This is an optimization exercise on Yosys and OpenROAD, whose aim is small area, not a production implementation. The RTL was checked by simulation tests, not by an equivalence proof against the original design. No activity file was given, so power comes from the tool's default toggle rates.

alpha:
## eeprom3w
module eeprom3w (
    input             clk,
    input             rst,
    input             start,
    input      [2:0]  cmd,
    input      [3:0]  idx,
    input      [15:0] wdata,
    input             wbuf_we,
    input      [3:0]  wbuf_addr,
    input      [15:0] wbuf_wdata,
    input      [3:0]  rbuf_addr,
    output reg        busy,
    output reg [2:0]  status,
    output reg [15:0] rdata,
    output     [15:0] rbuf_rdata,
    output     [1:0]  modtype,
    output     [31:0] devid,
    output     [31:0] devrev,
    output     [47:0] devname,
    output     [2:0]  devname_len,
    output reg        ev_valid,
    output reg [1:0]  ev_kind,
    output reg [15:0] ev_wdata,
    input             ev_ready,
    input      [15:0] ev_rdata
);
    localparam C_READ = 3'd0, C_ERASE = 3'd1, C_WRITE = 3'd2, C_ETW = 3'd3,
               C_READALL = 3'd4, C_WRITEALL = 3'd5, C_DECODE = 3'd6;
    localparam R_OK = 3'd0, R_TIMEOUT = 3'd1, R_VERIFY = 3'd2,
               R_ERASEFAIL = 3'd3, R_FAILED = 3'd4;
    localparam F_RD   = 3'd0,   
               F_EWEN = 3'd1,   
               F_ER   = 3'd2,   
               F_WWEN = 3'd3,   
               F_WR   = 3'd4,   
               F_POLL = 3'd5,   
               F_WDS  = 3'd6;   
    localparam E_IDLE  = 4'd0,
               E_SEL0  = 4'd1,   
               E_SEL1  = 4'd2,   
               E_SELD  = 4'd3,   
               E_CBLO  = 4'd4,   
               E_CBD0  = 4'd5,   
               E_CBHI  = 4'd6,   
               E_CBD1  = 4'd7,   
               E_CBR   = 4'd8,   
               E_PDLY  = 4'd9,   
               E_DESEL = 4'd10,  
               E_FILL  = 4'd11;  
    localparam [13:0] POLL_LAST = 14'd10006;  
    reg [255:0] wbuf;
    reg [255:0] rbuf;        
  ...
==> flow/config.mk <==
export PLATFORM = sky130hd
export DESIGN_NAME = eeprom3w
export DESIGN_NICKNAME = eeprom3w
export VERILOG_FILES = /design/flow/design.v
export SDC_FILE = /design/flow/constraint.sdc
export NUM_CORES = 4
export LEC_CHECK = 0
export CAP_MARGIN = 20
export CORE_MARGIN = 2
export CORE_UTILIZATION = 60
export PLACE_DENSITY = 0.7
export SLEW_MARGIN = 20
==> flow/constraint.sdc <==
create_clock -name core_clock -period 10.0 [get_ports {clk}]
set_input_delay 2.0000 -clock core_clock [delete_from_list [all_inputs] [get_ports {clk}]]
set_output_delay 2.0000 -clock core_clock [all_outputs]
set_load 0.01 [all_outputs]
run.sh (not shown) runs the stock make flow with config.mk's settings and CLKGATE_MAP_FILE= SYNTH_SCRIPT=/design/flow/synth_recipe.tcl, a recipe that flattens the netlist after the stock synthesis.
[inputs] beta vs alpha
==> flow/flow/run.sh (new file) <==
#!/bin/bash
# Layout flow: the standard flow (standard.sh) with two changes:
#  - port buffers are sky130_fd_sc_hd__buf_1 (every input and output port
#    still gets its own buffer);
#  - clock tree synthesis uses clkbuf_8 sinks in small clusters and no
#    dummy loads.
# Every tool's output goes to standard.log in the work folder.
set -euo pipefail
export BUFFER_PORTS_ARGS="-buffer_cell sky130_fd_sc_hd__buf_1"
export CTS_ARGS="-sink_clustering_enable -repair_clock_nets -dont_use_dummy_load -buf_list sky130_fd_sc_hd__clkbuf_8 -sink_clustering_size 12 -sink_clustering_max_diameter 60"
bash standard.sh > standard.log 2>&1
==> flow/standard.sh (new file) <==
#!/bin/bash
# synth_recipe.tcl (not shown) runs the flow's synth.tcl, then flattens the netlist and writes it again
# the make line also repeats each setting of config.mk as NAME=value (left out here)
make -C /OpenROAD-flow-scripts/flow DESIGN_CONFIG=/design/flow/config.mk WORK_HOME=/design/flow/orfs CLKGATE_MAP_FILE= SYNTH_SCRIPT=/design/flow/synth_recipe.tcl "${@:-finish}"
removed: flow/run.sh
Findings:
Worst setup slack: beta and alpha compared, lower one is alpha. The run with more routed wire is alpha, not beta. beta — cell area 2300 sq um lower, alpha as reference. For the maximum single-stage delay on the critical path, beta came in 0.30 ns lower than alpha did.

---

eeprom3w, a different RTL version from the one above (not shown whole).
For scale: about 2500 cells after synthesis, roughly 650 flip-flops, ~23000 um2 of cells after synthesis.
Settings: LEC_CHECK=0, ABC_AREA=1, CAP_MARGIN=20, CORE_MARGIN=2, CORE_UTILIZATION=75, PLACE_DENSITY=0.85, SLEW_MARGIN=20; clock period 10.0 ns.
standard.sh (not shown) runs the stock make flow with config.mk's settings and CLKGATE_MAP_FILE= SYNTH_SCRIPT=/design/flow/synth_recipe.tcl, a recipe that flattens the netlist after the stock synthesis.
==> flow/flow/run.sh <==
#!/bin/bash
# Layout flow: the standard flow (standard.sh) with two changes:
#  - port buffers are sky130_fd_sc_hd__buf_1 (every input and output port
#    still gets its own buffer);
#  - clock tree synthesis uses clkbuf_4 sinks in small clusters and no
#    dummy loads.
# Every tool's output goes to standard.log in the work folder.
set -euo pipefail
export BUFFER_PORTS_ARGS="-buffer_cell sky130_fd_sc_hd__buf_1"
export CTS_ARGS="-sink_clustering_enable -repair_clock_nets -dont_use_dummy_load -buf_list sky130_fd_sc_hd__clkbuf_4 -sink_clustering_size 8 -sink_clustering_max_diameter 40"
bash standard.sh > standard.log 2>&1
The first run produced a clean layout.
Edit:
--- a/flow/flow/run.sh
+++ b/flow/flow/run.sh
@@ -9,3 +9,3 @@
 export BUFFER_PORTS_ARGS="-buffer_cell sky130_fd_sc_hd__buf_1"
-export CTS_ARGS="-sink_clustering_enable -repair_clock_nets -dont_use_dummy_load -buf_list sky130_fd_sc_hd__clkbuf_4 -sink_clustering_size 8 -sink_clustering_max_diameter 40"
+export CTS_ARGS="-sink_clustering_enable -repair_clock_nets -dont_use_dummy_load -buf_list sky130_fd_sc_hd__clkbuf_4 -sink_clustering_size 10 -sink_clustering_max_diameter 45"
 bash standard.sh > standard.log 2>&1
Settings changed: ABC_AREA 1 to unset.
After rerunning: The changed run finished with timing, DRC and antenna clean; worst hold slack loses 0.024 ns; count of clock-buffer cells in the layout fell by 19; global-route usage went down by 2.9 points; sequential power is lower by about 1%; sequential share of layout area increases by 0.46 points; power went down by 4.9%; routed wire length goes down by 8.2%; combinational power falls by about 10%; cell area falls by 0.80%.
Edit:
--- a/flow/flow/run.sh
+++ b/flow/flow/run.sh
@@ -9,3 +9,3 @@
 export BUFFER_PORTS_ARGS="-buffer_cell sky130_fd_sc_hd__buf_1"
-export CTS_ARGS="-sink_clustering_enable -repair_clock_nets -dont_use_dummy_load -buf_list sky130_fd_sc_hd__clkbuf_4 -sink_clustering_size 10 -sink_clustering_max_diameter 45"
+export CTS_ARGS="-sink_clustering_enable -repair_clock_nets -dont_use_dummy_load -buf_list sky130_fd_sc_hd__clkbuf_4 -sink_clustering_size 8 -sink_clustering_max_diameter 40"
 bash standard.sh > standard.log 2>&1
Routed wire length is higher by about 1.1%.
Die area stays the same.
Clock-buffer cell count increases by 17.
Final area went up by 0.53%.
Clock power grows by about 9%.

## separate check: timing with driven ports
Ports are ideal in the flow. The routed layouts listed here were re-timed in OpenROAD. Step 1: set_driving_cell puts a clkbuf_16 on clk and a buf_2 on each other input, an assumption about the parent block. Step 2 adds t to the input delays and takes it off the output delays; t is the mean of the earliest and latest rising clock arrival at the registers after step 1. Input paths then give back, and output paths get back, about the clock's delay inside the block. Three values: ideal ports, drivers, drivers and shift; two values: the first two.
run | t (ns) | slack for setup (ns) | worst slew at a driven data input, ns
alpha | 0.638 | 2.169 / 2.144 / 2.144 | 0.07
beta | 0.654 | 2.962 / 2.911 / 3.006 | 0.07
the first run of note 2 | 0.834 | 2.806 / 2.784 / 2.784 | 0.12
the second run of note 2 | 0.728 | 2.517 / 2.492 / 2.492 | 0.08
the third run of note 2 | 0.787 | 2.504 / 2.478 / 2.478 | 0.08
After both steps every run listed still meets setup and hold. For the third run of note 2, which loses most, drivers alone change the setup slack by -0.026 ns; drivers and shift together by -0.026 ns.
